From an optimization exercise on the open Yosys and OpenROAD flow, aimed at small area, a short achievable clock period and few clock cycles; shortcuts taken in it are not production practice.
At most, simulation tests tie the RTL to the original design; equivalence was not proved.
Function not checked in runs 1, 4 and 5: the RTL went through the layout flow alone.
Power figures rest on the tool's default switching activity, not on a simulated workload.

[flow/config.mk]
export PLATFORM = sky130hd
export DESIGN_NAME = dfwt_core
export DESIGN_NICKNAME = dfwt_core
export VERILOG_FILES = /design/flow/design.v
export SDC_FILE = /design/flow/constraint.sdc
export NUM_CORES = 4
export LEC_CHECK = 0
export CAP_MARGIN = 20
export CORE_MARGIN = 2
export CORE_UTILIZATION = 40
export SETUP_SLACK_MARGIN = 5
export SLEW_MARGIN = 20
[flow/constraint.sdc]
create_clock -name core_clock -period 9.0 [get_ports {clk}]
set_input_delay 1.8000 -clock core_clock [delete_from_list [all_inputs] [get_ports {clk}]]
set_output_delay 1.8000 -clock core_clock [all_outputs]
set_load 0.01 [all_outputs]
[flow/design.v]
module dfwt_ser (
    input  wire        clk,
    input  wire        rst,
    input  wire        push,
    input  wire [1:0]  push_kind,
    input  wire [31:0] push_val,
    output wire        free,       
    output wire        idle,       
    input  wire        tr_reset,   
    output reg         gate,
    output reg  [31:0] timestep,
    output reg         out_valid,
    input  wire        out_ready,
    output reg  [7:0]  out_byte
);
    localparam K_NONE = 2'd0, K_FLUX = 2'd1, K_BYTE = 2'd2, K_WIDX = 2'd3;
    reg [1:0]  kind;
    reg [31:0] t;
    reg        big, ge2, nz;
    wire is_flux = (kind == K_FLUX);
    wire is_widx = (kind == K_WIDX);
    wire has     = (kind != K_NONE);
    wire        lo_z   = (t[6:0] == 7'd0);
    wire [6:0]  dec_lo = t[6:0] - 7'd1;
    wire [23:0] dec_hi = t[31:8] - 24'd1;
    wire [31:0] t_129  = lo_z ? {dec_hi, t[7], 7'h7F}
                              : (t[7] ? {t[31:8], 1'b0, dec_lo} : {dec_hi, 1'b1, dec_lo});
    wire        hi9_nz = (t[31:9] != 23'd0);
    wire        gt258  = hi9_nz || (t[8] && (t[7:2] != 6'd0 || t[1:0] == 2'd3));   
    wire        ge131  = hi9_nz || t[8] || (t[7] && (t[6:2] != 5'd0 || t[1:0] == 2'd3));  
    wire [5:0]  widx_k = big ? 6'd63 : t[5:0];
    wire [15:0] t_widx = t[15:0] - {10'd0, widx_k};
    wire        gt126  = (t[15:7] != 9'd0) || (t[6:0] == 7'h7F);                 
    wire        p_hi_z = (push_val[31:8] == 24'd0);
    wire        p_big  = (push_kind == K_WIDX) ? (push_val[15:6] != 10'd0)
                                               : (!p_hi_z || (push_val[7] && push_val[6:1] != 6'd0));
    wire        p_ge2  = !p_hi_z || (push_val[7:1] != 7'd0);
    wire        p_nz   = p_ge2 || push_val[0];
    reg [7:0] nbyte;
    always @(*) begin
        case (kind)
            K_FLUX: begin
                if (big)      nbyte = 8'hFF;
                else if (ge2) nbyte = {1'b1, t[6:0] - 7'd2};
                else if (nz)  nbyte = {7'd0, gate};
                else          nbyte = 8'h02;
            end
            K_BYTE:  nbyte = t[7:0];
            default: nbyte = {2'b01, widx_k};
        endcase
    end
    wire [7:0] inc = out_byte[7] ? {1'b0, out_byte[6:0]} + 8'd2
                                 : {7'd0, (out_byte[7:2] == 6'd0)};
    wire [8:0] ts_lo = {1'b0, timestep[7:0]} + {1'b0, inc};
    reg        ts_c;
    wire ld_out = !out_valid || out_ready;
    wire last   = is_flux ? !nz : is_widx ? !big : 1'b1;
    assign free = !has || (ld_out && last);
    assign idle = !has && !out_valid && !ts_c;
    always @(posedge clk) begin
        if (rst) begin
            kind      <= K_NONE;
            out_valid <= 1'b0;
            gate      <= 1'b0;
            timestep  <= 32'd0;
            ts_c      <= 1'b0;
        end else begin
            if (ts_c)
                timestep[31:8] <= timestep[31:8] + 24'd1;
            ts_c <= 1'b0;
            if (out_valid && out_ready) begin
                timestep[7:0] <= ts_lo[7:0];
                ts_c          <= ts_lo[8];
            end
            if (ld_out) begin
                out_valid <= has;
                if (has && kind == K_BYTE && !t[5]) gate <= t[0];
            end
            if (tr_reset) begin
                gate     <= 1'b0;
                timestep <= 32'd0;
            end
            if (push)
                kind <= push_kind;
            else if (ld_out && last)
                kind <= K_NONE;
        end
        if (ld_out && has)
            out_byte <= nbyte;
        if (push) begin
            t   <= push_val;
            big <= p_big;
            ge2 <= p_ge2;
            nz  <= p_nz;
        end else if (ld_out && has) begin
            if (is_widx) begin
                t   <= {16'd0, t_widx};
                big <= gt126;
            end else if (big) begin
                t   <= t_129;
                big <= gt258;
                ge2 <= ge131;
                nz  <= 1'b1;
            end else begin
                t   <= 32'd0;
                ge2 <= 1'b0;
                nz  <= 1'b0;
            end
        end
    end
endmodule
module dfwt_core (
    input  wire        clk,
    input  wire        rst,
    input  wire        op_valid,
    output wire        op_ready,
    input  wire [3:0]  op_code,
    input  wire [31:0] op_arg,
    input  wire [5:0]  op_len,
    output wire        out_valid,
    input  wire        out_ready,
    output wire [7:0]  out_byte,
    output wire        busy,
    output wire [15:0] crc,
    output wire [31:0] timestep,
    output wire        gate
);
    localparam OP_CRC_INIT  = 4'h0, OP_CRC_RESET = 4'h1, OP_CRC_BYTE = 4'h2,
               OP_MFM       = 4'h3, OP_FM        = 4'h4, OP_RAW      = 4'h5,
               OP_MFM_CRC   = 4'h6, OP_CONFIG    = 4'h7, OP_FLUSH    = 4'h8,
               OP_BT_RESET  = 4'h9, OP_WRGATE    = 4'hA, OP_FLUX     = 4'hB,
               OP_WAIT_IDX  = 4'hC, OP_STOP      = 4'hD, OP_TR_RESET = 4'hE;
    localparam S_IDLE = 2'd0, S_CELLS = 2'd1, S_PAD = 2'd2, S_EXEC = 2'd3;
    localparam K_FLUX = 2'd1, K_BYTE = 2'd2, K_WIDX = 2'd3;
    function [15:0] crc_byte(input [15:0] c, input [7:0] b);
        integer i;
        reg [15:0] x;
        begin
            x = c ^ {b, 8'h00};
            for (i = 0; i < 8; i = i + 1)
                x = x[15] ? ((x << 1) ^ 16'h1021) : (x << 1);
            crc_byte = x;
        end
    endfunction
    reg [1:0]  state;
    reg [15:0] crc_cur, crc_init;
    reg        last_bit;
    reg [14:0] half_r;
    reg [7:0]  precomp_r;
    reg [31:0] cell_buf;
    reg [4:0]  idx;       
    reg        enc;       
    reg        fm;
    reg [1:0]  pad_cnt;
    reg [3:0]  x_code;
    reg [5:0]  sr;
    reg [2:0]  warm;      
    reg [31:0] fw;
    reg        pend;      
    wire       ser_free, ser_idle;
    reg        push, tr_reset;
    reg [1:0]  push_kind;
    reg [31:0] push_val;
    dfwt_ser u_ser (
        .clk(clk), .rst(rst),
        .push(push), .push_kind(push_kind), .push_val(push_val),
        .free(ser_free), .idle(ser_idle), .tr_reset(tr_reset),
        .gate(gate), .timestep(timestep),
        .out_valid(out_valid), .out_ready(out_ready), .out_byte(out_byte)
    );
    assign op_ready = (state == S_IDLE);
    assign busy     = (state != S_IDLE) || !ser_idle;
    assign crc      = crc_cur;
    wire op_fire = op_valid && op_ready;
    wire [4:0] sel   = enc ? {1'b0, idx[4:1]} : idx;
    wire       d     = cell_buf[sel];
    wire       clkc  = fm | ~(last_bit | d);
    wire       cbit  = (state == S_CELLS) && ((enc && idx[0]) ? clkc : d);
    wire       lowering = (state == S_CELLS) || (state == S_PAD);
    wire       real_x   = warm[2];
    wire       judge    = real_x && sr[3];
    wire       step     = lowering && !(judge && !ser_free);
    wire       mul_p    = (sr[4:0] == 5'b00101);
    wire       mul_m    = (sr[4:0] == 5'b10100);
    wire [31:0] base    = (judge || !real_x) ? 32'd0 : fw;
    wire [31:0] pm      = mul_p ? {24'd0, precomp_r} :
                          mul_m ? {24'hFF_FFFF, ~precomp_r} : 32'd0;
    wire [31:0] hf      = {17'd0, half_r};
    wire [31:0] cs_s    = base ^ pm ^ hf;
    wire [31:0] cs_c    = (base & pm) | (base & hf) | (pm & hf);
    wire [31:0] fw_next = cs_s + {cs_c[30:0], mul_m};
    wire flush_op = (op_code[3] && (op_code != 4'hF)) || (op_code == OP_CONFIG);
    always @(*) begin
        push      = 1'b0;
        push_kind = K_FLUX;
        push_val  = cell_buf;
        tr_reset  = 1'b0;
        if (state == S_EXEC) begin
            case (x_code)
                OP_WRGATE:   begin push = ser_free; push_kind = K_BYTE; push_val = {31'd0, cell_buf[0]}; end
                OP_FLUX:     push = ser_free;
                OP_WAIT_IDX: begin push = ser_free && (cell_buf[15:0] != 16'd0); push_kind = K_WIDX; push_val = {16'd0, cell_buf[15:0]}; end
                OP_STOP:     begin push = ser_free; push_kind = K_BYTE; push_val = 32'h3F; end
                OP_TR_RESET: tr_reset = ser_idle;
                default: ;
            endcase
        end else if (step && judge) begin
            push     = 1'b1;
            push_val = fw;
        end
    end
    always @(posedge clk) begin
        if (rst) begin
            state     <= S_IDLE;
            crc_cur   <= 16'hFFFF;
            crc_init  <= 16'hFFFF;
            last_bit  <= 1'b0;
            half_r    <= 15'd200;
            precomp_r <= 8'd0;
            sr        <= 6'd0;
            warm      <= 3'd0;
            pend      <= 1'b0;
        end else begin
            case (state)
                S_IDLE: if (op_fire) begin
                    case (op_code)
                        OP_CRC_INIT: begin
                            crc_cur  <= op_arg[15:0];
                            crc_init <= op_arg[15:0];
                        end
                        OP_CRC_RESET: crc_cur <= crc_init;
                        OP_CRC_BYTE:  crc_cur <= crc_byte(crc_cur, op_arg[7:0]);
                        OP_MFM, OP_FM: begin
                            if (op_arg[8]) crc_cur <= crc_byte(crc_cur, op_arg[7:0]);
                            state <= S_CELLS;
                        end
                        OP_RAW: if (!op_len[5] || (op_len[4:0] == 5'd0)) begin
                            last_bit <= op_arg[0];
                            if (op_len != 6'd0) state <= S_CELLS;
                        end
                        OP_MFM_CRC: state <= S_CELLS;
                        OP_BT_RESET: begin
                            last_bit <= 1'b0;
                            state    <= pend ? S_PAD : S_EXEC;
                        end
                        default: if (flush_op)
                            state <= pend ? S_PAD : S_EXEC;
                    endcase
                end
                S_EXEC: begin
                    case (x_code)
                        OP_CONFIG: begin
                            half_r    <= cell_buf[15:1];
                            precomp_r <= cell_buf[23:16];
                            state     <= S_IDLE;
                        end
                        OP_WRGATE, OP_FLUX, OP_STOP:
                            if (ser_free) state <= S_IDLE;
                        OP_WAIT_IDX:
                            if (ser_free || cell_buf[15:0] == 16'd0) state <= S_IDLE;
                        OP_TR_RESET:
                            if (ser_idle) state <= S_IDLE;
                        default: state <= S_IDLE;
                    endcase
                end
                default: ;
            endcase
            if (step) begin
                sr   <= {sr[4:0], cbit};
                pend <= 1'b1;
                if (!real_x)
                    warm <= warm + 3'd1;
                if (state == S_CELLS) begin
                    if (enc && !idx[0]) last_bit <= d;
                    if (idx == 5'd0) state <= S_IDLE;
                end else if (pad_cnt == 2'd3) begin
                    sr    <= 6'd0;
                    warm  <= 3'd0;
                    pend  <= 1'b0;
                    state <= S_EXEC;
                end
            end
        end
        if (step)
            fw <= fw_next;
        if (state == S_IDLE && op_fire) begin
            x_code   <= op_code;
            pad_cnt  <= 2'd0;
            enc      <= (op_code != OP_RAW);
            fm       <= (op_code == OP_FM);
            cell_buf <= (op_code == OP_MFM_CRC) ? {16'd0, crc_cur} : op_arg;
            idx      <= (op_code == OP_RAW) ? op_len[4:0] - 5'd1 :
                        (op_code == OP_MFM_CRC) ? 5'd31 : 5'd15;
        end else if (step) begin
            idx     <= idx - 5'd1;
            pad_cnt <= pad_cnt + 2'd1;
        end
    end
endmodule
[flow/run.sh]
#!/bin/bash
# synth_recipe.tcl (not shown) runs the flow's synth.tcl, then flattens the netlist and writes it again
# the make line also repeats each setting of config.mk as NAME=value (left out here)
make -C /OpenROAD-flow-scripts/flow DESIGN_CONFIG=/design/flow/config.mk WORK_HOME=/design/flow/orfs CLKGATE_MAP_FILE= SYNTH_SCRIPT=/design/flow/synth_recipe.tcl finish
==> implementation parameters, run 1 <==
Parameter                              Value

Run status
  Result of the run    finished clean

Synthesis
  Sequential cell area fraction in the yosys report    0.389
  Cells after synthesis    1621
  FFs w/ async S/R, synth    0
  Summed instance area of the synthesized netlist    0.0146 mm2
  Number of distinct standard cells referenced by the synthesized netlist    76
  Number of synthesized register bits    224
  Syn nets    1760
  Count of warnings emitted by yosys    2
  Number of enable flip-flop cells after synthesis    118
  Leading register cell type out of synthesis    sky130_fd_sc_hd__edfxtp_1
  Synth Area per Inst    8.99 um2

Power
  Leak Pwr    6.69 nW
  Maximum VDD drop    0.141 mV
  Power Density    164 mW/mm2

Finish
  Most used cells in the layout excluding fill and tap cells    190 x sky130_fd_sc_hd__nand2_1, 157 x sky130_fd_sc_hd__nor2_1, 121 x sky130_fd_sc_hd__a21oi_1
  Number of filler cells placed in the layout    3407
  Area Growth Syn to Fin    21.0%
  Share of post-route cells with drive strength above 1    0.112
  Final antenna diode count    0
  Total number of nets in the final design    1862
  Most common library cell in the layout ignoring fill and taps    sky130_fd_sc_hd__nand2_1

Floorplanning
  Rows    69
  Die width    195 um
  Die Area    0.0380 mm2
  Die height    195 um
  Effective utilization at floorplan    0.408
  Core outline area    0.0357 mm2
  Number of top-level pins    106

Timing
  Worst slew margin relative to its limit    0.384
  Setup-violating endpoint count in the final report    0
  Final Hold Slack    459 ps
  Period minus WS final    4090 ps
  Number of hold violations in the final report    0
  Setup tns final    0 ps
  RSZ-0062 raised after global routing    true
  Max-slew violation total from the final report    0
  Peak Freq    0.245 GHz
  Clock skew after layout    12.1 ps
  Fraction of the cycle the final worst path needs    0.454
  Transition time at the pin with the least slew margin    924 ps

Global routing
  Maximum number of pins on one net before global-route repair    73
  Sum of overflow across all layers after global routing    0
  Via count of the first global-routing pass    12000
  Overall fraction of global-route tracks in use    0.211
  First-pass GRT wire length    65.1 mm
  Antenna violations before repair    2

CTS
  CTS Buf Count    27
  Clock tree from TritonCTS    done
  Number of buffers inserted for hold repair after clock tree synthesis    0
  Number of levels in the clock H-tree    1
  Clock tree buffer depth    3
  Clk Latency, worst-skew pair    560 ps
  Number of sinks on the clock net    224
  Clock root cell    sky130_fd_sc_hd__clkbuf_16
  Clock-pin slew of the registers on the worst-case setup and hold paths    60 ps

Routing
  Post-detailed-route wirelength per cell    18.9 um
  Antenna Violating Nets Remaining    0
  Number of iterations in the first detailed-routing pass    6
  Wire length reported by the detailed router    41.6 mm
  Number of design rule violations left after detail routing    0
  Routed via count    12700
  Iteration-0 DRC count of the detailed router    1043
  Via density    5.75

Worst setup path
  Number of buffer and inverter stages on the critical path    2
  Type of element launching the critical path    flop
  Standard cell with the maximum stage delay on the critical path    sky130_fd_sc_hd__fa_2
  Worst r2r path cells    14
  Critical path's top delay family    simple AND/OR/NAND/NOR gates
  R2R Path End    fw[31]
  Signal arrival time at the worst endpoint    4380 ps
  Cell chain of the critical path    or3b_4, or3b_4, buf_12, clkinvlp_4, fa_2, ha_4, nand4_1, a211oi_2, o31ai_4, a21oi_2, a221oi_4, o21ai_2, mux2i_1, nand3_1
  Critical Path RT    9290 ps
  Critical path class    reg2reg
  Max incr delay on CP    490 ps
  Worst path most repeated cell    sky130_fd_sc_hd__or3b_4
  Critical path endpoint category    flop
  Reg2reg setup slack    4910 ps
  Maximum fanout along the worst path    7
  Reg-to-reg startpoint    sr[3]

Place
  Routability Congestion    0.867
  Number of port buffers    105
  Final HPWL from detailed placement    28.9 mm

Worst hold path
  Endpoint, Worst Hold    pad_cnt[1]
  Type of the tightest min-delay check    reg2reg
  Hold path startpoint    pad_cnt[1]
  Number of stages on the worst hold path    2

Job
  Max-Cap Viols    0
## power by group
group | internal, W | leakage (nW) | switching [W]
Combinational | 0.000196 | 4.28 | 0.000258
Sequential | 0.00119 | 1.96 | 0.000137
Clock | 0.000650 | 0.443 | 0.000462
## what timing repair did
item	in CTS	in global routing
gates resized for setup	41	44
pin swaps	12	17
setup endpoints to repair	36	81
setup buffers	18	11
gates cloned	3	3
## registers in the layout (all words and copies together) (netlist names), 5 cells and up
signal	cells
cell_buf	32
fw	32
u_ser.t	32
u_ser.timestep	32
crc_cur	16
crc_init	16
half_r	15
precomp_r	8
u_ser.out_byte	8
idx	5
sr	5
## cell families after synthesis
logic type,after synthesis,share of synthesized area
and+or+nand+nor,642,0.214
AOI/OAI and AO/OA,380,0.168
DFF,224,0.389
buffers and inverters,135,0.0366
xor gates and xnor gates,107,0.0643
adders and majority gates,93,0.0886
muxes,40,0.0395
## stage by stage
step | total power, W | setup WS [ps] | instance area (um2) | utilization | instances
2_1_floorplan | 0.00158 | 5020 | 14700 | - | 1621
3_3_place_gp | 0.00177 | 4000 | 16100 | 0.450 | 2120
3_5_place_dp | 0.00178 | 3920 | 16100 | 0.450 | 2120
4_1_cts | 0.00290 | 4910 | 17300 | 0.485 | 2191
5_1_grt | 0.00300 | 4740 | 17600 | 0.494 | 2205
6_report | 0.00290 | 4910 | 17600 | 0.494 | 2205
## area by class of cell
cell class,instances,area [um2],area share
Clock buffer,34,743,0.0421
Clock inverter,16,164,0.00929
Inverter,54,219,0.0124
Multi-Input combinational cell,1265,8840,0.501
Sequential cell,224,5670,0.321
Tap cell,461,577,0.0327
Timing Repair Buffer,148,1400,0.0795
Timing Repair inverter,3,23.8,0.00135
## worst register-to-register path, stage by stage (launching register included)
cell                         delay, ps
sky130_fd_sc_hd__dfxtp_2           340
sky130_fd_sc_hd__or3b_4            410
sky130_fd_sc_hd__or3b_4            470
sky130_fd_sc_hd__buf_12            160
sky130_fd_sc_hd__clkinvlp_4        130
sky130_fd_sc_hd__fa_2              490
sky130_fd_sc_hd__ha_4              320
sky130_fd_sc_hd__nand4_1           170
sky130_fd_sc_hd__a211oi_2          340
sky130_fd_sc_hd__o31ai_4           140
sky130_fd_sc_hd__a21oi_2           230
sky130_fd_sc_hd__a221oi_4          110
sky130_fd_sc_hd__o21ai_2           210
sky130_fd_sc_hd__mux2i_1           230
sky130_fd_sc_hd__nand3_1            90
## cells in the mapped netlist, drive strengths merged (6+ instances only)
cell type / count / area share
a221oi: 23 / 0.014
edfxtp: 118 / 0.24
a21boi: 6 / 0.0031
nand2b: 19 / 0.0082
nand3b: 22 / 0.011
clkbuf: 73 / 0.019
or3: 6 / 0.0026
a31oi: 22 / 0.0094
mux2i: 12 / 0.0096
nor2: 159 / 0.041
o21bai: 9 / 0.0046
mux2: 20 / 0.015
and2: 40 / 0.017
o211ai: 12 / 0.0062
o22ai: 8 / 0.0034
or4: 7 / 0.0036
nor4: 23 / 0.010
ha: 76 / 0.065
nor3: 39 / 0.014
a211oi: 13 / 0.0067
xor2: 45 / 0.027
a21oi: 130 / 0.045
nor2b: 34 / 0.015
xnor2: 62 / 0.037
nand3: 44 / 0.015
fa: 17 / 0.023
o21a: 8 / 0.0041
buf: 8 / 0.0033
a21o: 16 / 0.0082
nand2: 192 / 0.050
inv: 54 / 0.014
nand4: 12 / 0.0051
dfxtp: 106 / 0.15
o21ai: 64 / 0.022
mux4: 8 / 0.014
a211o: 21 / 0.013
o31ai: 6 / 0.0031
and3: 23 / 0.0099
a22oi: 12 / 0.0062
nor3b: 11 / 0.0057
## routing by layer
metal  vias to the layer above  part of all wire  track usage
met5                         -                 0            0
met4                         0             0.029       0.0679
met3                        82             0.057       0.0274
met2                       429              0.46        0.336
met1                      6077              0.46        0.297
li1                       6093                 -            -
## worst max path at each step
stage / startpoint / end / slack [ps] / cells after the start
final: sr[3] / fw[31] / 4910 / 14
after global routing: sr[1] / fw[31] / 4740 / 14
after CTS: sr[1] / fw[24] / 4910 / 14
after detailed placement: out_ready / state[1] / 3920 / 11
after global placement: out_ready / state[1] / 4000 / 11
after floorplan: out_ready / u_ser.t[10] / 5020 / 8
==> inputs of run 2 (changes only) <==
--- a/flow/design.v
+++ b/flow/design.v
@@ -10,8 +10,12 @@
     output reg         gate,
     output reg  [31:0] timestep,
-    output reg         out_valid,
+    output wire        out_valid,
     input  wire        out_ready,
-    output reg  [7:0]  out_byte
+    output wire [7:0]  out_byte
 );
+    reg        qv0, qv1;
+    reg [7:0]  q0, q1;
+    assign out_valid = qv0;
+    assign out_byte  = q0;
     localparam K_NONE = 2'd0, K_FLUX = 2'd1, K_BYTE = 2'd2, K_WIDX = 2'd3;
     reg [1:0]  kind;
@@ -50,16 +54,18 @@
         endcase
     end
-    wire [7:0] inc = out_byte[7] ? {1'b0, out_byte[6:0]} + 8'd2
-                                 : {7'd0, (out_byte[7:2] == 6'd0)};
+    wire [7:0] inc = q0[7] ? {1'b0, q0[6:0]} + 8'd2
+                           : {7'd0, (q0[7:2] == 6'd0)};
     wire [8:0] ts_lo = {1'b0, timestep[7:0]} + {1'b0, inc};
     reg        ts_c;
-    wire ld_out = !out_valid || out_ready;
+    wire take   = qv0 && out_ready;
+    wire ld_out = has && !qv1;           
     wire last   = is_flux ? !nz : is_widx ? !big : 1'b1;
     assign free = !has || (ld_out && last);
-    assign idle = !has && !out_valid && !ts_c;
+    assign idle = !has && !qv0 && !ts_c;
     always @(posedge clk) begin
         if (rst) begin
             kind      <= K_NONE;
-            out_valid <= 1'b0;
+            qv0       <= 1'b0;
+            qv1       <= 1'b0;
             gate      <= 1'b0;
             timestep  <= 32'd0;
@@ -69,12 +75,17 @@
                 timestep[31:8] <= timestep[31:8] + 24'd1;
             ts_c <= 1'b0;
-            if (out_valid && out_ready) begin
+            if (take) begin
                 timestep[7:0] <= ts_lo[7:0];
                 ts_c          <= ts_lo[8];
             end
-            if (ld_out) begin
-                out_valid <= has;
-                if (has && kind == K_BYTE && !t[5]) gate <= t[0];
+            if (take) begin
+                qv1 <= 1'b0;
+                if (!qv1) qv0 <= ld_out;
+                else      qv1 <= ld_out;
+            end else if (ld_out) begin
+                if (!qv0) qv0 <= 1'b1;
+                else      qv1 <= 1'b1;
             end
+            if (ld_out && kind == K_BYTE && !t[5]) gate <= t[0];
             if (tr_reset) begin
                 gate     <= 1'b0;
@@ -86,6 +97,8 @@
                 kind <= K_NONE;
         end
-        if (ld_out && has)
-            out_byte <= nbyte;
+        if (take || !qv0)
+            q0 <= qv1 ? q1 : nbyte;
+        if (qv0 && (take ? qv1 : !qv1))
+            q1 <= nbyte;
         if (push) begin
             t   <= push_val;
@@ -93,5 +106,5 @@
             ge2 <= p_ge2;
             nz  <= p_nz;
-        end else if (ld_out && has) begin
+        end else if (ld_out) begin
             if (is_widx) begin
                 t   <= {16'd0, t_widx};
@@ -158,4 +171,7 @@
     reg [31:0] fw;
     reg        pend;      
+    reg        zb;        
+    reg        mp, mm;    
+    reg        busy_r;
     wire       ser_free, ser_idle;
     reg        push, tr_reset;
@@ -170,5 +186,5 @@
     );
     assign op_ready = (state == S_IDLE);
-    assign busy     = (state != S_IDLE) || !ser_idle;
+    assign busy     = busy_r;
     assign crc      = crc_cur;
     wire op_fire = op_valid && op_ready;
@@ -181,13 +197,13 @@
     wire       judge    = real_x && sr[3];
     wire       step     = lowering && !(judge && !ser_free);
-    wire       mul_p    = (sr[4:0] == 5'b00101);
-    wire       mul_m    = (sr[4:0] == 5'b10100);
-    wire [31:0] base    = (judge || !real_x) ? 32'd0 : fw;
-    wire [31:0] pm      = mul_p ? {24'd0, precomp_r} :
-                          mul_m ? {24'hFF_FFFF, ~precomp_r} : 32'd0;
+    wire [31:0] base    = zb ? 32'd0 : fw;
+    wire [31:0] pm      = mp ? {24'd0, precomp_r} :
+                          mm ? {24'hFF_FFFF, ~precomp_r} : 32'd0;
+    wire [4:0]  w_next  = {sr[3:0], cbit};
+    wire        real_n  = warm[2] || (warm[1:0] == 2'd3);
     wire [31:0] hf      = {17'd0, half_r};
     wire [31:0] cs_s    = base ^ pm ^ hf;
     wire [31:0] cs_c    = (base & pm) | (base & hf) | (pm & hf);
-    wire [31:0] fw_next = cs_s + {cs_c[30:0], mul_m};
+    wire [31:0] fw_next = cs_s + {cs_c[30:0], mm};
     wire flush_op = (op_code[3] && (op_code != 4'hF)) || (op_code == OP_CONFIG);
     always @(*) begin
@@ -221,5 +237,10 @@
             warm      <= 3'd0;
             pend      <= 1'b0;
+            zb        <= 1'b1;
+            mp        <= 1'b0;
+            mm        <= 1'b0;
+            busy_r    <= 1'b0;
         end else begin
+            busy_r <= (state != S_IDLE) || op_fire || !ser_idle;
             case (state)
                 S_IDLE: if (op_fire) begin
@@ -269,4 +290,7 @@
                 sr   <= {sr[4:0], cbit};
                 pend <= 1'b1;
+                zb   <= !real_n || sr[2];
+                mp   <= (w_next == 5'b00101);
+                mm   <= (w_next == 5'b10100);
                 if (!real_x)
                     warm <= warm + 3'd1;
@@ -278,4 +302,7 @@
                     warm  <= 3'd0;
                     pend  <= 1'b0;
+                    zb    <= 1'b1;
+                    mp    <= 1'b0;
+                    mm    <= 1'b0;
                     state <= S_EXEC;
                 end
==> implementation parameters, run 2 <==
Parameter                              Value

Global routing
  Maximum number of pins on one net before global-route repair    76 (was 73)
  Via count of the first global-routing pass    12700 (was 12000)
  Antenna violations before repair    0 (was 2)
  Overall fraction of global-route tracks in use    0.212 (was 0.211)
  First-pass GRT wire length    68.0 mm (was 65.1 mm)
  Sum of overflow across all layers after global routing    0 (unchanged)

Place
  Final HPWL from detailed placement    30.9 mm (was 28.9 mm)
  Post-placement setup slack    4220 ps (was 3920 ps)
  Placed standard-cell area    0.0168 mm2 (was 0.0161 mm2)
  # placed instances    2264 (was 2120)
  Routability Congestion    0.889 (was 0.867)
  Number of port buffers    105 (unchanged)

Routing
  Via density    5.60 (was 5.75)
  Antenna Violating Nets Remaining    0 (unchanged)
  Routed via count    13000 (was 12700)
  Iteration-0 DRC count of the detailed router    851 (was 1043)
  Post-detailed-route wirelength per cell    18.2 um (was 18.9 um)
  Number of iterations in the first detailed-routing pass    5 (was 6)
  Number of design rule violations left after detail routing    0 (unchanged)
  Wire length reported by the detailed router    42.2 mm (was 41.6 mm)

CTS
  Number of sinks on the clock net    236 (was 224)
  CTS Buf Count    28 (was 27)
  Clk Latency, worst-skew pair    540 ps (was 560 ps)
  Clock tree buffer depth    3 (unchanged)
  Number of levels in the clock H-tree    1 (unchanged)
  Clock-pin slew of the registers on the worst-case setup and hold paths    60 ps (about the same)
  Clock root cell    sky130_fd_sc_hd__clkbuf_16 (unchanged)
  Clock tree from TritonCTS    done (unchanged)

Finish
  Final antenna diode count    0 (unchanged)
  Core occupancy in the finished layout    0.474 (was 0.494)
  Share of post-route cells with drive strength above 1    0.0659 (was 0.112)
  Final instance count without filler cells    2318 (was 2205)
  Total number of nets in the final design    1924 (was 1862)
  Most common library cell in the layout ignoring fill and taps    sky130_fd_sc_hd__nand2_1 (unchanged)
  Most used cells in the layout excluding fill and tap cells    197 x sky130_fd_sc_hd__nand2_1, 139 x sky130_fd_sc_hd__nor2_1, 126 x sky130_fd_sc_hd__edfxtp_1 (was 190 x sky130_fd_sc_hd__nand2_1, 157 x sky130_fd_sc_hd__nor2_1, 121 x sky130_fd_sc_hd__a21oi_1)
  Area Growth Syn to Fin    16.6% (was 21.0%)
  Post-layout instance area    0.0179 mm2 (was 0.0176 mm2)

Timing
  Period minus WS final    3810 ps (was 4090 ps)
  Setup tns final    0 ps (unchanged)
  Number of hold violations in the final report    0 (unchanged)
  Worst path setup slack after routing    5190 ps (was 4910 ps)
  Transition time at the pin with the least slew margin    987 ps (was 924 ps)
  Peak Freq    0.263 GHz (was 0.245 GHz)
  Max-slew violation total from the final report    0 (unchanged)
  Worst slew margin relative to its limit    0.340 (was 0.384)
  RSZ-0062 raised after global routing    false (was true)
  Fraction of the cycle the final worst path needs    0.423 (was 0.454)
  Setup-violating endpoint count in the final report    0 (unchanged)
  Clock skew after layout    7.46 ps (was 12.1 ps)

Worst setup path
  Critical path endpoint category    flop (unchanged)
  Critical Path RT    9420 ps (was 9290 ps)
  Critical path class    in2reg (was reg2reg)
  Type of element launching the critical path    primary input (was flop)
  R2R Path End    fw[27] (was fw[31])
  Worst r2r path cells    12 (was 14)
  Reg-to-reg startpoint    zb (was sr[3])
  Maximum fanout along the worst path    47 (was 7)
  Reg2reg setup slack    5190 ps (was 4910 ps)
  Signal arrival time at the worst endpoint    4230 ps (was 4380 ps)

Floorplanning
  Die width    200 um (was 195 um)
  Die height    200 um (was 195 um)
  Die Area    0.0399 mm2 (was 0.0380 mm2)
  Effective utilization at floorplan    0.406 (was 0.408)
  Number of top-level pins    106 (unchanged)
  Core outline area    0.0378 mm2 (was 0.0357 mm2)
  Rows    71 (was 69)

Power
  Power Density    170 mW/mm2 (was 164 mW/mm2)
  Leak Pwr    6.80 nW (was 6.69 nW)
  Maximum VDD drop    0.177 mV (was 0.141 mV)

Run status
  Result of the run    finished clean (unchanged)

Synthesis
  FFs w/ async S/R, synth    0 (unchanged)
  Number of enable flip-flop cells after synthesis    126 (was 118)
  Leading register cell type out of synthesis    sky130_fd_sc_hd__edfxtp_1 (unchanged)
  Most repeated cell in the gate-level netlist after synthesis    sky130_fd_sc_hd__nand2_1 (unchanged)
  Syn nets    1858 (was 1760)
  Synth Area per Inst    8.93 um2 (was 8.99 um2)
  Count of warnings emitted by yosys    2 (unchanged)
  Number of distinct standard cells referenced by the synthesized netlist    76 (unchanged)
  Post-synthesis cell type with the largest combined area    sky130_fd_sc_hd__edfxtp_1 (unchanged)
  Top cell types by occurrence after synthesis    197 x sky130_fd_sc_hd__nand2_1, 140 x sky130_fd_sc_hd__nor2_1, 126 x sky130_fd_sc_hd__edfxtp_1 (was 191 x sky130_fd_sc_hd__nand2_1, 159 x sky130_fd_sc_hd__nor2_1, 129 x sky130_fd_sc_hd__a21oi_1)
  Cells after synthesis    1719 (was 1621)
  Share of the synthesized area in the top cell type    0.247 (was 0.243)
  Number of synthesized register bits    236 (was 224)
  Main area contributors after synthesis    sky130_fd_sc_hd__edfxtp_1 25%, sky130_fd_sc_hd__dfxtp_1 14%, sky130_fd_sc_hd__ha_1 6.2%, sky130_fd_sc_hd__nand2_1 4.8%, sky130_fd_sc_hd__a21oi_1 4.0% (was sky130_fd_sc_hd__edfxtp_1 24%, sky130_fd_sc_hd__dfxtp_1 15%, sky130_fd_sc_hd__ha_1 6.5%, sky130_fd_sc_hd__nand2_1 4.9%, sky130_fd_sc_hd__a21oi_1 4.4%)
  Sequential cell area fraction in the yosys report    0.390 (was 0.389)
  Summed instance area of the synthesized netlist    0.0153 mm2 (was 0.0146 mm2)

Worst hold path
  Hold path startpoint    half_r[8] (was pad_cnt[1])
  Type of the tightest min-delay check    reg2reg (unchanged)
  Endpoint, Worst Hold    half_r[8] (was pad_cnt[1])
  Number of stages on the worst hold path    2 (unchanged)

Job
  Max-Cap Viols    0 (unchanged)
-- run 2: final cells by class --
type,instances,area [um2]
multi-input cells,1312,8760
inverters,85,324
clock inverters,8,43.8
well taps,511,639
repair buffers,122,1180
clock buffers,44,958
flip-flops and latches,236,5990
fillers,3626,19900
-- run 2: repair_timing --
| action | CTS | global route |
|---|---|---|
| pin swaps | 0 | 0 |
| hold buffers | 0 | 0 |
| buffers inserted | 0 | 1 |
| setup endpoints to repair | 17 | 27 |
| gates cloned | 0 | 0 |
| gates resized for setup | 2 | 9 |
-- run 2: worst max path at each step --
| stage | startpoint | end | slack, ps |
|---|---|---|---|
| after floorplan | mp | fw[27] | 5290 |
| after global placement | op_code[0] | crc_cur[4] | 4260 |
| after detailed placement | op_code[0] | crc_cur[4] | 4220 |
| after CTS | mp | fw[27] | 5010 |
| after global routing | op_code[2] | crc_cur[0] | 5000 |
| final | op_valid | state[0] | 5190 |
-- run 2: metal layers --
layer  share of wire  global-route usage  vias to the layer above  routed length, um
met3           0.049              0.0267                       65               2070
met2            0.47               0.353                      371              19700
met4           0.023              0.0538                        0                949
met1            0.46               0.293                     6191              19400
met5               0                   0                        -                  0
li1                -                   -                     6345                  -
-- run 2: cells by family after synthesis --
family                     count (synthesis)  share of synthesized area
and+or+nand+nor                          658                      0.211
AOI/OAI and AO/OA                        406                      0.171
DFF                                      236                      0.390
buffers and inverters                    171                     0.0424
xor gates and xnor gates                 104                     0.0594
adders and majority gates                 93                     0.0841
muxes                                     51                     0.0426
-- run 2: stage by stage --
stage	power (W)	hold WS, ps
final	0.00305	456
after global routing	0.00317	478
after CTS	0.00307	457
after detailed placement	0.00188	449
after global placement	0.00187	447
after floorplan	0.00167	436
-- run 2: worst max-delay path, stage by stage --
cell	delay [ps]
sky130_fd_sc_hd__clkdlybuf4s50_1	420
sky130_fd_sc_hd__nand2_1	360
sky130_fd_sc_hd__clkinv_2	740
sky130_fd_sc_hd__o2111a_1	440
sky130_fd_sc_hd__o41ai_1	350
sky130_fd_sc_hd__a21oi_1	110
-- run 2: report_power, final --
part | switching (W) | internal [W] | leakage [nW]
registers | 0.000109 | 0.00124 | 2.07
clock network | 0.000460 | 0.000730 | 0.496
logic | 0.000293 | 0.000215 | 4.23
Testbench counts of run 2, summed over its fixed seeds: cycles 205,357.
==> inputs of run 3 (changes only) <==
==> flow/flow/run.sh (new file) <==
#!/bin/bash
set -euo pipefail
bash standard.sh SETUP_SLACK_MARGIN=5.7 finish > standard.log 2>&1
==> flow/standard.sh (new file) <==
#!/bin/bash
# synth_recipe.tcl (not shown) runs the flow's synth.tcl, then flattens the netlist and writes it again
# the make line also repeats each setting of config.mk as NAME=value (left out here)
make -C /OpenROAD-flow-scripts/flow DESIGN_CONFIG=/design/flow/config.mk WORK_HOME=/design/flow/orfs CLKGATE_MAP_FILE= SYNTH_SCRIPT=/design/flow/synth_recipe.tcl "${@:-finish}"
removed: flow/run.sh
==> implementation parameters, run 3 <==
Parameter                              Value

Run status
  Result of the run    finished clean (unchanged)

Worst setup path
  Critical path's top delay family    buffers and inverters (unchanged)
  Reg-to-reg startpoint    mp (was zb)
  Critical path class    reg2reg (was in2reg)
  Critical Path RT    9270 ps (was 9420 ps)
  R2R Path End    fw[31] (was fw[27])
  Type of element launching the critical path    flop (was primary input)
  Maximum fanout along the worst path    8 (was 47)
  Worst path most repeated cell    sky130_fd_sc_hd__buf_4
  Number of buffer and inverter stages on the critical path    6 (was 2)
  Cell chain of the critical path    nand2b_4, buf_12, buf_8, fa_2, inv_2, ha_4, a21oi_2, o21ai_2, a222oi_1, buf_4, nand3b_1, buf_4, buf_6, nor2_4, o31a_1, o211ai_1 (was clkdlybuf4s50_1, nand2_1, clkinv_2, o2111a_1, o41ai_1, a21oi_1)
  Standard cell with the maximum stage delay on the critical path    sky130_fd_sc_hd__fa_2 (was sky130_fd_sc_hd__clkinv_2)
  Reg2reg setup slack    5710 ps (was 5190 ps)
  Crit path from    mp (was op_valid)
  Worst r2r path cells    16 (was 12)
  Critical path endpoint category    flop (unchanged)
  Max incr delay on CP    530 ps (was 740 ps)
  Signal arrival time at the worst endpoint    3560 ps (was 4230 ps)

CTS
  Clk Latency, worst-skew pair    550 ps (was 540 ps)
  Clock tree from TritonCTS    done (unchanged)
  Clock-pin slew of the registers on the worst-case setup and hold paths    60 ps (about the same)
  Clock root cell    sky130_fd_sc_hd__clkbuf_16 (unchanged)
  Number of levels in the clock H-tree    1 (unchanged)
  Number of sinks on the clock net    236 (unchanged)
  Clock tree buffer depth    3 (unchanged)
  Number of buffers inserted for hold repair after clock tree synthesis    0 (unchanged)
  CTS Buf Count    27 (was 28)

Finish
  Share of post-route cells with drive strength above 1    0.151 (was 0.0659)
  Most common library cell in the layout ignoring fill and taps    sky130_fd_sc_hd__nand2_1 (unchanged)
  Core occupancy in the finished layout    0.502 (was 0.474)
  Final antenna diode count    0 (unchanged)
  Area Growth Syn to Fin    23.6% (was 16.6%)
  Number of filler cells placed in the layout    3487 (was 3626)
  Total number of nets in the final design    1957 (was 1924)
  Most used cells in the layout excluding fill and tap cells    194 x sky130_fd_sc_hd__nand2_1, 135 x sky130_fd_sc_hd__nor2_1, 126 x sky130_fd_sc_hd__edfxtp_1 (was 197 x sky130_fd_sc_hd__nand2_1, 139 x sky130_fd_sc_hd__nor2_1, 126 x sky130_fd_sc_hd__edfxtp_1)

Global routing
  Sum of overflow across all layers after global routing    0 (unchanged)
  Antenna violations before repair    0 (unchanged)
  Maximum number of pins on one net before global-route repair    76 (unchanged)
  First-pass GRT wire length    68.8 mm (was 68.0 mm)
  Overall fraction of global-route tracks in use    0.215 (was 0.212)
  Via count of the first global-routing pass    12900 (was 12700)

Floorplanning
  Die width    200 um (unchanged)
  Rows    71 (unchanged)
  Die height    200 um (unchanged)
  Effective utilization at floorplan    0.406 (unchanged)
  Core outline area    0.0378 mm2 (unchanged)
  Number of top-level pins    106 (unchanged)
  Die Area    0.0399 mm2 (unchanged)

Timing
  Fraction of the cycle the final worst path needs    0.366 (was 0.423)
  Worst slew margin relative to its limit    0.284 (was 0.340)
  RSZ-0062 raised after global routing    true (was false)
  Setup tns final    0 ps (unchanged)
  Clock skew after layout    18.1 ps (was 7.46 ps)
  Number of hold violations in the final report    0 (unchanged)
  Peak Freq    0.304 GHz (was 0.263 GHz)
  Period minus WS final    3290 ps (was 3810 ps)
  Setup-violating endpoint count in the final report    0 (unchanged)
  Transition time at the pin with the least slew margin    1070 ps (was 987 ps)
  Max-slew violation total from the final report    0 (unchanged)

Synthesis
  Top cell types by occurrence after synthesis    197 x sky130_fd_sc_hd__nand2_1, 140 x sky130_fd_sc_hd__nor2_1, 126 x sky130_fd_sc_hd__edfxtp_1 (unchanged)
  Sequential cell area fraction in the yosys report    0.390 (unchanged)
  Share of the synthesized area in compound gates (AO/OA/AOI/OAI)    0.171 (unchanged)
  Syn nets    1858 (unchanged)
  Largest family of logic cells by synthesized area    simple AND/OR/NAND/NOR gates (unchanged)
  Synth Area in Adders    0.0841 (unchanged)
  Leading register cell type out of synthesis    sky130_fd_sc_hd__edfxtp_1 (unchanged)
  Simple-gate area share of the yosys netlist    0.211 (unchanged)
  Synth Area in XOR/XNOR    0.0594 (unchanged)
  Summed instance area of the synthesized netlist    0.0153 mm2 (unchanged)
  Number of distinct standard cells referenced by the synthesized netlist    76 (unchanged)
  Number of enable flip-flop cells after synthesis    126 (unchanged)
  Count of warnings emitted by yosys    2 (unchanged)
  Cells after synthesis    1719 (unchanged)
  Post-synthesis cell type with the largest combined area    sky130_fd_sc_hd__edfxtp_1 (unchanged)
  Multiplexer area fraction after synthesis    0.0426 (unchanged)
  Number of synthesized register bits    236 (unchanged)
  Synth Area per Inst    8.93 um2 (unchanged)
  FFs w/ async S/R, synth    0 (unchanged)
  Share of the synthesized area in the top cell type    0.247 (unchanged)
  Most repeated cell in the gate-level netlist after synthesis    sky130_fd_sc_hd__nand2_1 (unchanged)
  Main area contributors after synthesis    sky130_fd_sc_hd__edfxtp_1 25%, sky130_fd_sc_hd__dfxtp_1 14%, sky130_fd_sc_hd__ha_1 6.2%, sky130_fd_sc_hd__nand2_1 4.8%, sky130_fd_sc_hd__a21oi_1 4.0% (unchanged)

Routing
  Number of design rule violations left after detail routing    0 (unchanged)
  Wire length reported by the detailed router    43.8 mm (was 42.2 mm)
  Antenna Violating Nets Remaining    0 (unchanged)
  Iteration-0 DRC count of the detailed router    849 (was 851)
  Routed via count    13200 (was 13000)
  Post-detailed-route wirelength per cell    18.6 um (was 18.2 um)
  Number of iterations in the first detailed-routing pass    6 (was 5)
  Via density    5.60 (about the same)

Place
  Final HPWL from detailed placement    30.9 mm (about the same)
  Number of port buffers    105 (unchanged)
  Routability Congestion    0.858 (was 0.889)

Power
  Leak Pwr    7.24 nW (was 6.80 nW)
  Total power    0.00313 W (was 0.00305 W)
  Power Density    165 mW/mm2 (was 170 mW/mm2)
  Maximum VDD drop    0.117 mV (was 0.177 mV)

Worst hold path
  Number of stages on the worst hold path    2 (unchanged)
  Endpoint, Worst Hold    half_r[14] (was half_r[8])
  Type of the tightest min-delay check    reg2reg (unchanged)
  Hold path startpoint    half_r[14] (was half_r[8])

Job
  Max-Cap Viols    0 (unchanged)
## run 3: power by group
group / internal, W / switching (W)
Clock: 0.000729 / 0.000460
Combinational: 0.000263 / 0.000322
Sequential: 0.00124 / 0.000111
Total: 0.00224 / 0.000894
## run 3: repair_timing
item                       CTS  global route
resized for setup          132           102
setup endpoints to repair  127            53
buffers inserted            23            14
pin swaps                   19            27
gates cloned                 2             0
## run 3: cells by family after synthesis
| kind of cell | after synthesis |
|---|---|
| DFF | 236 |
| buffers and inverters | 171 |
| muxes | 51 |
| and+or+nand+nor | 658 |
| xor gates and xnor gates | 104 |
| AOI/OAI and AO/OA | 406 |
| adders and majority gates | 93 |
## run 3: routing by layer
metal / global-route usage / share of wire
met2: 0.367 / 0.47
met4: 0.0469 / 0.019
met5: 0 / 0
met1: 0.292 / 0.46
met3: 0.0296 / 0.052
## run 3: worst max-delay path by stage
| stage | endpoint | slack [ps] | cells after the start |
|---|---|---|---|
| after floorplan | fw[27] | 5660 | 14 |
| after global placement | crc_cur[0] | 4370 | 7 |
| after detailed placement | crc_cur[15] | 4260 | 7 |
| after CTS | fw[31] | 5680 | 11 |
| after global routing | fw[27] | 5600 | 14 |
| final | fw[31] | 5710 | 16 |
## run 3: per-stage QoR
step                instance area, um2  hold slack, ps  instances  worst slack (ps)
floorplan                        15500             436       1719              5660
global placement                 16900             446       2260              4370
detailed placement               16900             448       2260              4260
CTS                              18500             457       2335              5680
global route                     19000             479       2350              5600
finish                           19000             458       2350              5710
## run 3: cell type report
| class | instances | area (um2) | share of cell area |
|---|---|---|---|
| multi-input cells | 1313 | 9510 | 0.501 |
| flip-flops and latches | 236 | 6030 | 0.318 |
| repair buffers | 155 | 1490 | 0.0787 |
| well taps | 511 | 639 | 0.0337 |
| clock buffers | 37 | 787 | 0.0415 |
| clock inverters | 13 | 176 | 0.00930 |
| inverters | 85 | 335 | 0.0177 |
## run 3: tightest hold or removal path, delay by kind of cell (launching register included)
family | cells | cell delay (ps)
DFF | 1 | 310
and+or+nand+nor | 1 | 50
AOI/OAI and AO/OA | 1 | 50
==> inputs of run 4 (changes only) <==
--- a/flow/design.v
+++ b/flow/design.v
@@ -22,4 +22,34 @@
     reg [31:0] t;
     reg        big, ge2, nz;
+    function [23:0] inc24(input [23:0] x);
+        integer i, j;
+        reg c, p;
+        begin
+            c = 1'b1;
+            for (j = 0; j < 6; j = j + 1) begin
+                p = c;
+                for (i = 0; i < 4; i = i + 1) begin
+                    inc24[4*j+i] = x[4*j+i] ^ p;
+                    p = p & x[4*j+i];
+                end
+                c = c & (&x[4*j +: 4]);
+            end
+        end
+    endfunction
+    function [23:0] dec24(input [23:0] x);
+        integer i, j;
+        reg c, p;
+        begin
+            c = 1'b1;
+            for (j = 0; j < 6; j = j + 1) begin
+                p = c;
+                for (i = 0; i < 4; i = i + 1) begin
+                    dec24[4*j+i] = x[4*j+i] ^ p;
+                    p = p & ~x[4*j+i];
+                end
+                c = c & ~(|x[4*j +: 4]);
+            end
+        end
+    endfunction
     wire is_flux = (kind == K_FLUX);
     wire is_widx = (kind == K_WIDX);
@@ -27,5 +57,5 @@
     wire        lo_z   = (t[6:0] == 7'd0);
     wire [6:0]  dec_lo = t[6:0] - 7'd1;
-    wire [23:0] dec_hi = t[31:8] - 24'd1;
+    wire [23:0] dec_hi = dec24(t[31:8]);
     wire [31:0] t_129  = lo_z ? {dec_hi, t[7], 7'h7F}
                               : (t[7] ? {t[31:8], 1'b0, dec_lo} : {dec_hi, 1'b1, dec_lo});
@@ -73,5 +103,5 @@
         end else begin
             if (ts_c)
-                timestep[31:8] <= timestep[31:8] + 24'd1;
+                timestep[31:8] <= inc24(timestep[31:8]);
             ts_c <= 1'b0;
             if (take) begin
@@ -169,9 +199,11 @@
     reg [5:0]  sr;
     reg [2:0]  warm;      
-    reg [31:0] fw;
+    reg [15:0] fw_lo, fw_hi;
+    reg [1:0]  fw_c;
     reg        pend;      
     reg        zb;        
     reg        mp, mm;    
     reg        busy_r;
+    reg        crc_pend;  
     wire       ser_free, ser_idle;
     reg        push, tr_reset;
@@ -189,4 +221,6 @@
     assign crc      = crc_cur;
     wire op_fire = op_valid && op_ready;
+    wire [15:0] crc_nx  = crc_byte(crc_cur, cell_buf[7:0]);
+    wire [15:0] crc_now = crc_pend ? crc_nx : crc_cur;
     wire [4:0] sel   = enc ? {1'b0, idx[4:1]} : idx;
     wire       d     = cell_buf[sel];
@@ -197,13 +231,15 @@
     wire       judge    = real_x && sr[3];
     wire       step     = lowering && !(judge && !ser_free);
-    wire [31:0] base    = zb ? 32'd0 : fw;
-    wire [31:0] pm      = mp ? {24'd0, precomp_r} :
-                          mm ? {24'hFF_FFFF, ~precomp_r} : 32'd0;
+    wire [15:0] fw_hr   = fw_hi + {{14{fw_c[1]}}, fw_c};
+    wire [31:0] fw_val  = {fw_hr, fw_lo};
+    wire [16:0] neg_pc  = 17'h10000 - {9'd0, precomp_r};
+    wire [16:0] pmx     = mm ? neg_pc : mp ? {9'd0, precomp_r} : 17'd0;
+    wire [16:0] lo_b    = zb ? 17'd0 : {1'b0, fw_lo};
+    wire [16:0] hf      = {2'd0, half_r};
+    wire [16:0] cs_s    = lo_b ^ pmx ^ hf;
+    wire [16:0] cs_c    = (lo_b & pmx) | (lo_b & hf) | (pmx & hf);
+    wire [17:0] lo_sum  = {1'b0, cs_s} + {cs_c, 1'b0};
     wire [4:0]  w_next  = {sr[3:0], cbit};
     wire        real_n  = warm[2] || (warm[1:0] == 2'd3);
-    wire [31:0] hf      = {17'd0, half_r};
-    wire [31:0] cs_s    = base ^ pm ^ hf;
-    wire [31:0] cs_c    = (base & pm) | (base & hf) | (pm & hf);
-    wire [31:0] fw_next = cs_s + {cs_c[30:0], mm};
     wire flush_op = (op_code[3] && (op_code != 4'hF)) || (op_code == OP_CONFIG);
     always @(*) begin
@@ -223,5 +259,5 @@
         end else if (step && judge) begin
             push     = 1'b1;
-            push_val = fw;
+            push_val = fw_val;
         end
     end
@@ -241,5 +277,8 @@
             mm        <= 1'b0;
             busy_r    <= 1'b0;
+            crc_pend  <= 1'b0;
         end else begin
+            if (crc_pend) crc_cur <= crc_nx;
+            crc_pend <= 1'b0;
             busy_r <= (state != S_IDLE) || op_fire || !ser_idle;
             case (state)
@@ -251,8 +290,8 @@
                         end
                         OP_CRC_RESET: crc_cur <= crc_init;
-                        OP_CRC_BYTE:  crc_cur <= crc_byte(crc_cur, op_arg[7:0]);
+                        OP_CRC_BYTE:  crc_pend <= 1'b1;
                         OP_MFM, OP_FM: begin
-                            if (op_arg[8]) crc_cur <= crc_byte(crc_cur, op_arg[7:0]);
-                            state <= S_CELLS;
+                            crc_pend <= op_arg[8];
+                            state    <= S_CELLS;
                         end
                         OP_RAW: if (!op_len[5] || (op_len[4:0] == 5'd0)) begin
@@ -309,6 +348,9 @@
             end
         end
-        if (step)
-            fw <= fw_next;
+        if (step) begin
+            fw_lo <= lo_sum[15:0];
+            fw_hi <= zb ? 16'd0 : fw_hr;
+            fw_c  <= lo_sum[17:16] - {1'b0, mm};
+        end
         if (state == S_IDLE && op_fire) begin
             x_code   <= op_code;
@@ -316,5 +358,5 @@
             enc      <= (op_code != OP_RAW);
             fm       <= (op_code == OP_FM);
-            cell_buf <= (op_code == OP_MFM_CRC) ? {16'd0, crc_cur} : op_arg;
+            cell_buf <= (op_code == OP_MFM_CRC) ? {16'd0, crc_now} : op_arg;
             idx      <= (op_code == OP_RAW) ? op_len[4:0] - 5'd1 :
                         (op_code == OP_MFM_CRC) ? 5'd31 : 5'd15;
==> flow/flow/run.sh (replaced) <==
#!/bin/bash
set -euo pipefail
bash standard.sh SETUP_SLACK_MARGIN=5.8 finish > standard.log 2>&1
==> implementation parameters, run 4 <==
Parameter                              Value

Run status
  Result of the run    finished clean (unchanged)

Power
  Maximum VDD drop    0.152 mV (was 0.117 mV)
  Leak Pwr    7.24 nW (about the same)
  Power Density    171 mW/mm2 (was 165 mW/mm2)

Finish
  Final instance count without filler cells    2317 (was 2350)
  Biggest regs    cell_buf: 32 flops, u_ser.t: 32 flops, u_ser.timestep: 32 flops
  Most common library cell in the layout ignoring fill and taps    sky130_fd_sc_hd__nand2_1 (unchanged)
  Area Growth Syn to Fin    22.6% (was 23.6%)
  Share of post-route cells with drive strength above 1    0.136 (was 0.151)
  Total number of nets in the final design    1945 (was 1957)
  Final antenna diode count    0 (unchanged)
  Most used cells in the layout excluding fill and tap cells    178 x sky130_fd_sc_hd__nand2_1, 150 x sky130_fd_sc_hd__nor2_1, 128 x sky130_fd_sc_hd__edfxtp_1 (was 194 x sky130_fd_sc_hd__nand2_1, 135 x sky130_fd_sc_hd__nor2_1, 126 x sky130_fd_sc_hd__edfxtp_1)

Global routing
  First-pass GRT wire length    65.5 mm (was 68.8 mm)
  Overall fraction of global-route tracks in use    0.206 (was 0.215)
  Via count of the first global-routing pass    12400 (was 12900)
  Antenna violations before repair    0 (unchanged)
  Maximum number of pins on one net before global-route repair    76 (unchanged)
  Sum of overflow across all layers after global routing    0 (unchanged)

Synthesis
  Main area contributors after synthesis    sky130_fd_sc_hd__edfxtp_1 25%, sky130_fd_sc_hd__dfxtp_1 15%, sky130_fd_sc_hd__ha_1 7.9%, sky130_fd_sc_hd__nand2_1 4.4%, sky130_fd_sc_hd__a21oi_1 3.9% (was sky130_fd_sc_hd__edfxtp_1 25%, sky130_fd_sc_hd__dfxtp_1 14%, sky130_fd_sc_hd__ha_1 6.2%, sky130_fd_sc_hd__nand2_1 4.8%, sky130_fd_sc_hd__a21oi_1 4.0%)
  Cells after synthesis    1661 (was 1719)
  Count of warnings emitted by yosys    2 (unchanged)
  Post-synthesis cell type with the largest combined area    sky130_fd_sc_hd__edfxtp_1 (unchanged)
  Syn nets    1821 (was 1858)
  Top cell types by occurrence after synthesis    180 x sky130_fd_sc_hd__nand2_1, 154 x sky130_fd_sc_hd__nor2_1, 128 x sky130_fd_sc_hd__edfxtp_1 (was 197 x sky130_fd_sc_hd__nand2_1, 140 x sky130_fd_sc_hd__nor2_1, 126 x sky130_fd_sc_hd__edfxtp_1)
  Share of the synthesized area in the top cell type    0.252 (was 0.247)
  FFs w/ async S/R, synth    0 (unchanged)
  Summed instance area of the synthesized netlist    0.0153 mm2 (about the same)
  Synth Area per Inst    9.19 um2 (was 8.93 um2)
  Most repeated cell in the gate-level netlist after synthesis    sky130_fd_sc_hd__nand2_1 (unchanged)
  Number of enable flip-flop cells after synthesis    128 (was 126)
  Leading register cell type out of synthesis    sky130_fd_sc_hd__edfxtp_1 (unchanged)
  Number of synthesized register bits    239 (was 236)
  Sequential cell area fraction in the yosys report    0.397 (was 0.390)
  Number of distinct standard cells referenced by the synthesized netlist    79 (was 76)

Floorplanning
  Effective utilization at floorplan    0.405 (was 0.406)
  Die Area    0.0398 mm2 (was 0.0399 mm2)
  Number of top-level pins    106 (unchanged)
  Core outline area    0.0377 mm2 (was 0.0378 mm2)
  Die height    199 um (was 200 um)
  Die width    199 um (was 200 um)
  Rows    71 (unchanged)

Timing
  Transition time at the pin with the least slew margin    997 ps (was 1070 ps)
  Number of hold violations in the final report    0 (unchanged)
  Setup tns final    0 ps (unchanged)
  RSZ-0062 raised after global routing    true (unchanged)
  Worst slew margin relative to its limit    0.335 (was 0.284)
  Peak Freq    0.269 GHz (was 0.304 GHz)
  Max-slew violation total from the final report    0 (unchanged)
  Period minus WS final    3720 ps (was 3290 ps)
  Fraction of the cycle the final worst path needs    0.414 (was 0.366)
  Setup-violating endpoint count in the final report    0 (unchanged)
  Clock skew after layout    31.7 ps (was 18.1 ps)

CTS
  Clk Latency, worst-skew pair    570 ps (was 550 ps)
  Number of sinks on the clock net    239 (was 236)
  CTS Buf Count    28 (was 27)
  Number of buffers inserted for hold repair after clock tree synthesis    0 (unchanged)
  Clock root cell    sky130_fd_sc_hd__clkbuf_16 (unchanged)
  Clock tree buffer depth    3 (unchanged)
  Clock tree from TritonCTS    done (unchanged)
  Clock-pin slew of the registers on the worst-case setup and hold paths    60 ps (about the same)
  Number of levels in the clock H-tree    1 (unchanged)

Worst setup path
  Critical path endpoint category    flop (unchanged)
  Cell chain of the critical path    inv_2, ha_4, a22o_4, fa_1, ha_2, inv_1, fa_2, nor2b_1, o21a_1, o21ai_1, a21oi_2, a311oi_2, nor3_2, and2_1, o21ai_1, a221oi_2 (was nand2b_4, buf_12, buf_8, fa_2, inv_2, ha_4, a21oi_2, o21ai_2, a222oi_1, buf_4, nand3b_1, buf_4, buf_6, nor2_4, o31a_1, o211ai_1)
  Number of buffer and inverter stages on the critical path    2 (was 6)
  Standard cell with the maximum stage delay on the critical path    sky130_fd_sc_hd__fa_1 (was sky130_fd_sc_hd__fa_2)
  Critical path's top delay family    compound AO/OA/AOI/OAI gates (was buffers and inverters)
  Type of element launching the critical path    flop (unchanged)
  Signal arrival time at the worst endpoint    4090 ps (was 3560 ps)
  Worst path most repeated cell    sky130_fd_sc_hd__o21ai_1 (was sky130_fd_sc_hd__buf_4)
  Max incr delay on CP    490 ps (was 530 ps)
  Critical Path RT    9370 ps (was 9270 ps)
  Maximum fanout along the worst path    4 (was 8)
  Critical path class    reg2reg (unchanged)

Routing
  Number of design rule violations left after detail routing    0 (unchanged)
  Post-detailed-route wirelength per cell    18.0 um (was 18.6 um)
  Wire length reported by the detailed router    41.6 mm (was 43.8 mm)
  Iteration-0 DRC count of the detailed router    845 (was 849)
  Number of iterations in the first detailed-routing pass    6 (unchanged)
  Via density    5.49 (was 5.60)
  Antenna Violating Nets Remaining    0 (unchanged)
  Routed via count    12700 (was 13200)

Place
  Routability Congestion    0.832 (was 0.858)
  Number of port buffers    105 (unchanged)
  # placed instances    2212 (was 2260)
  Final HPWL from detailed placement    29.1 mm (was 30.9 mm)

Worst hold path
  Type of the tightest min-delay check    reg2reg (unchanged)

Job
  Max-Cap Viols    0 (unchanged)
==> run 4: cells by family (layout without fill, tap and decap cells) <==
kind of cell             after synthesis  in the layout  synth area share
multiplexers                          74             74            0.0548
adder cells (fa/ha/maj)              114            114             0.102
AO/OA/AOI/OAI                        379            379             0.163
flip-flops                           239            239             0.397
buffers and inverters                156            300            0.0389
XOR/XNOR                              97             97            0.0556
AND/OR/NAND/NOR                      602            603             0.188
==> run 4: through the flow <==
step / utilization / total power [W] / area, um2 / hold WS, ps / worst slack (ps)
6_report: 0.497 / 0.00320 / 18700 / 466 / 5280
5_1_grt: 0.497 / 0.00334 / 18700 / 504 / 5100
4_1_cts: 0.488 / 0.00316 / 18400 / 471 / 5250
3_5_place_dp: 0.449 / 0.00198 / 16900 / 462 / 4340
3_3_place_gp: 0.449 / 0.00198 / 16900 / 446 / 4390
2_1_floorplan: - / 0.00178 / 15400 / 440 / 5350
==> run 4: tightest hold or removal path, stage by stage (launching register included) <==
cell	delay [ps]
sky130_fd_sc_hd__dfxtp_1	310
sky130_fd_sc_hd__nand2_1	60
sky130_fd_sc_hd__a21oi_1	50
==> run 4: layer usage <==
metal / wire, um / part of all wire / GRT usage / vias up
met5: 0 / 0 / 0 / -
met4: 1200 / 0.029 / 0.0642 / 0
met3: 2390 / 0.057 / 0.0346 / 80
met2: 19800 / 0.48 / 0.348 / 328
met1: 18300 / 0.44 / 0.268 / 6082
li1: - / - / - / 6241
==> run 4: repair_timing <==
action                                  4_1_cts  5_1_grt
endpoints found under the setup margin      266       71
gates cloned                                  3        1
pin swaps                                    35       24
resized for setup                           144       48
setup buffers                                35       15
==> run 4: final timing paths <==
path	start	end	slack, ps	cells past startpoint
max	precomp_r[0]	fw_lo[15]	5280	16
min	pad_cnt[1]	pad_cnt[1]	470	2
max reg2reg	precomp_r[0]	fw_lo[15]	5280	16
min reg2reg	pad_cnt[1]	pad_cnt[1]	470	2
==> run 4: final cells by class <==
| class | instances | area, um2 |
|---|---|---|
| multi-input cells | 1267 | 9180 |
| inverters | 75 | 292 |
| well taps | 511 | 639 |
| repair buffers | 173 | 1590 |
| fillers | 3584 | 18900 |
| flip-flops and latches | 239 | 6090 |
| clock buffers | 43 | 870 |
| repair inverters | 1 | 7.51 |
| clock inverters | 8 | 51.3 |
==> run 4: where the power goes <==
part / switching, W / internal (W)
Sequential: 0.0000889 / 0.00124
Combinational: 0.000418 / 0.000323
Clock: 0.000464 / 0.000663
==> inputs of run 5 (changes only) <==
--- a/flow/design.v
+++ b/flow/design.v
@@ -201,4 +201,5 @@
     reg [15:0] fw_lo, fw_hi;
     reg [1:0]  fw_c;
+    reg        fw_b;
     reg        pend;      
     reg        zb;        
@@ -231,13 +232,13 @@
     wire       judge    = real_x && sr[3];
     wire       step     = lowering && !(judge && !ser_free);
-    wire [15:0] fw_hr   = fw_hi + {{14{fw_c[1]}}, fw_c};
+    wire [1:0]  fw_d    = fw_c - {1'b0, fw_b};
+    wire [15:0] fw_hr   = fw_hi + {{14{fw_d[1]}}, fw_d};
     wire [31:0] fw_val  = {fw_hr, fw_lo};
-    wire [16:0] neg_pc  = 17'h10000 - {9'd0, precomp_r};
-    wire [16:0] pmx     = mm ? neg_pc : mp ? {9'd0, precomp_r} : 17'd0;
+    wire [16:0] pmx     = mm ? {9'h0FF, ~precomp_r} : mp ? {9'd0, precomp_r} : 17'd0;
     wire [16:0] lo_b    = zb ? 17'd0 : {1'b0, fw_lo};
     wire [16:0] hf      = {2'd0, half_r};
     wire [16:0] cs_s    = lo_b ^ pmx ^ hf;
     wire [16:0] cs_c    = (lo_b & pmx) | (lo_b & hf) | (pmx & hf);
-    wire [17:0] lo_sum  = {1'b0, cs_s} + {cs_c, 1'b0};
+    wire [17:0] lo_sum  = {1'b0, cs_s} + {cs_c, mm};
     wire [4:0]  w_next  = {sr[3:0], cbit};
     wire        real_n  = warm[2] || (warm[1:0] == 2'd3);
@@ -351,5 +352,6 @@
             fw_lo <= lo_sum[15:0];
             fw_hi <= zb ? 16'd0 : fw_hr;
-            fw_c  <= lo_sum[17:16] - {1'b0, mm};
+            fw_c  <= lo_sum[17:16];
+            fw_b  <= mm;
         end
         if (state == S_IDLE && op_fire) begin
==> flow/flow/run.sh (replaced) <==
#!/bin/bash
set -euo pipefail
bash standard.sh SETUP_SLACK_MARGIN=5.7 finish > standard.log 2>&1
--- a/flow/config.mk
+++ b/flow/config.mk
@@ -8,5 +8,7 @@
 export CAP_MARGIN = 20
 export CORE_MARGIN = 2
-export CORE_UTILIZATION = 40
+export CORE_UTILIZATION = 55
+export CTS_BUF_LIST = sky130_fd_sc_hd__clkbuf_8
+export CTS_CLUSTER_SIZE = 30
 export SETUP_SLACK_MARGIN = 5
 export SLEW_MARGIN = 20
==> implementation parameters, run 5 <==
Parameter                              Value

Routing
  Wire length reported by the detailed router    40.7 mm (was 41.6 mm)
  Number of design rule violations left after detail routing    0 (unchanged)

CTS
  Clock tree from TritonCTS    done (unchanged)
  Number of levels in the clock H-tree    2 (was 1)
  Clock tree buffer depth    3 (unchanged)

Floorplanning
  Effective utilization at floorplan    0.561 (was 0.405)
  Die width    170 um (was 199 um)

Worst setup path
  Critical Path RT    9270 ps (was 9370 ps)
  Signal arrival time at the worst endpoint    3710 ps (was 4090 ps)

Timing
  Setup tns final    0 ps (unchanged)
  Transition time at the pin with the least slew margin    984 ps (was 997 ps)
  Setup-violating endpoint count in the final report    0 (unchanged)
  RSZ-0062 raised after global routing    true (unchanged)
  Period minus WS final    3440 ps (was 3720 ps)

Finish
  Biggest regs    cell_buf: 32 flops, u_ser.t: 32 flops, u_ser.timestep: 32 flops (unchanged)
  Area Growth Syn to Fin    23.0% (was 22.6%)
  Final antenna diode count    0 (unchanged)
  Core occupancy in the finished layout    0.690 (was 0.497)

Synthesis
  Largest family of logic cells by synthesized area    simple AND/OR/NAND/NOR gates (unchanged)

Global routing
  Sum of overflow across all layers after global routing    0 (unchanged)

Power
  Net switching fraction of the power    0.334 (was 0.303)
  Power share of the clock group    0.292 (was 0.352)

Run status
  Result of the run    finished clean (unchanged)
[run 5: cell count changes in the layout (fill, tap and decap cells not counted), moves of 15 or more]
cell	previous run	this run
sky130_fd_sc_hd__clkdlybuf4s50_1	34	59
sky130_fd_sc_hd__a211o_1	20	1
sky130_fd_sc_hd__mux2i_1	58	37
sky130_fd_sc_hd__o21ai_0	59	86
sky130_fd_sc_hd__clkbuf_16	31	1
sky130_fd_sc_hd__clkbuf_8	7	46
sky130_fd_sc_hd__nor2_1	150	114
sky130_fd_sc_hd__inv_1	64	96
sky130_fd_sc_hd__nand2b_1	16	31
sky130_fd_sc_hd__dlygate4sd2_1	67	30
sky130_fd_sc_hd__nand3_1	25	46
sky130_fd_sc_hd__nor2b_1	46	21
sky130_fd_sc_hd__nand2_1	178	193
[run 5: what timing repair did]
item	in CTS	in global routing
endpoints found under the setup margin	183	113
cloned	3	2
pin swaps	25	36
hold buffers	0	0
resized for setup	119	96
setup buffers	33	20
[run 5: layout make-up]
type	count	area, um2	area share
Multi-Input combinational cell	1231	9250	0.496
Sequential cell	240	6120	0.328
Timing Repair Buffer	171	1670	0.0898
Clock buffer	46	633	0.0339
Tap cell	341	427	0.0229
Inverter	93	357	0.0191
Clock inverter	36	179	0.00959
Timing Repair inverter	2	12.5	0.000671
[run 5: path summary, 6_finish.rpt]
path,from,endpoint,slack (ps)
hold reg to reg,half_r[5],half_r[5],460
setup reg to reg,fw_c[0],u_ser.nz,5560
setup / recovery,fw_c[0],u_ser.nz,5560
hold / removal,half_r[5],half_r[5],460
[run 5: worst max-delay path, delay by kind of cell (launching register included)]
kind	cells	cell delay (ps)
buffers and inverters	3	440
xor gates and xnor gates	2	410
muxes	1	200
DFF	1	400
AOI/OAI and AO/OA	2	210
adders and majority gates	2	470
and+or+nand+nor	3	1020
[run 5: power groups by stage]
stage	sequential [W]	combinational, W	clock (W)
final	0.00133	0.00104	0.000976
after floorplan	0.00132	0.000558	0
after global routing	0.00134	0.00111	0.00104
after CTS	0.00133	0.000884	0.000990
after detailed placement	0.00135	0.000752	0
after global placement	0.00135	0.000747	0
[run 5: kinds of logic after synthesis]
kind of cell	count (synthesis)
AO/OA/AOI/OAI	359
XOR/XNOR	98
adder cells (fa/ha/maj)	113
buffers and inverters	179
flip-flops	240
multiplexers	76
AND/OR/NAND/NOR	584
[run 5: per-layer routing]
metal	vias up	share of wire	track usage
met1	6161	0.46	0.384
met4	0	0.024	0.0844
met3	70	0.056	0.0465
met2	362	0.46	0.437
li1	6182	-	-
met5	-	0	0
[run 5: metrics by stage]
| step | worst slack (ps) | instances | hold WS, ps | power, W |
|---|---|---|---|---|
| floorplan | 5540 | 1649 | 421 | 0.00188 |
| global placement | 4110 | 2020 | 433 | 0.00210 |
| detailed placement | 4070 | 2020 | 448 | 0.00210 |
| CTS | 5440 | 2138 | 456 | 0.00320 |
| global route | 5470 | 2160 | 484 | 0.00349 |
| finish | 5560 | 2160 | 460 | 0.00335 |

[static timing again, ports no longer ideal]
How much do the figures lean on ideal ports? The routed layouts below were timed once more, with nothing changed but the port constraints. Step 1 assumes that a clkbuf_16 drives the clock port and a buf_2 every other input. Step 2 also shifts input and output timing later by t, the mid clock arrival at the registers, as if the neighbouring blocks saw the same clock. Three values: no drivers, after step 1, after step 2; two values: the first two.
| run | t (ns) | setup slack, ns |
|---|---|---|
| run 1 | 0.603 | 4.913 / 4.913 / 4.521 |
| run 2 | 0.591 | 5.193 / 5.194 / 4.633 |
| run 3 | 0.593 | 5.710 / 5.675 / 5.179 |
| run 4 | 0.605 | 5.276 / 5.276 / 5.276 |
| run 5 | 0.595 | 5.559 / 5.559 / 5.241 |
After both steps every run listed still meets setup and hold.
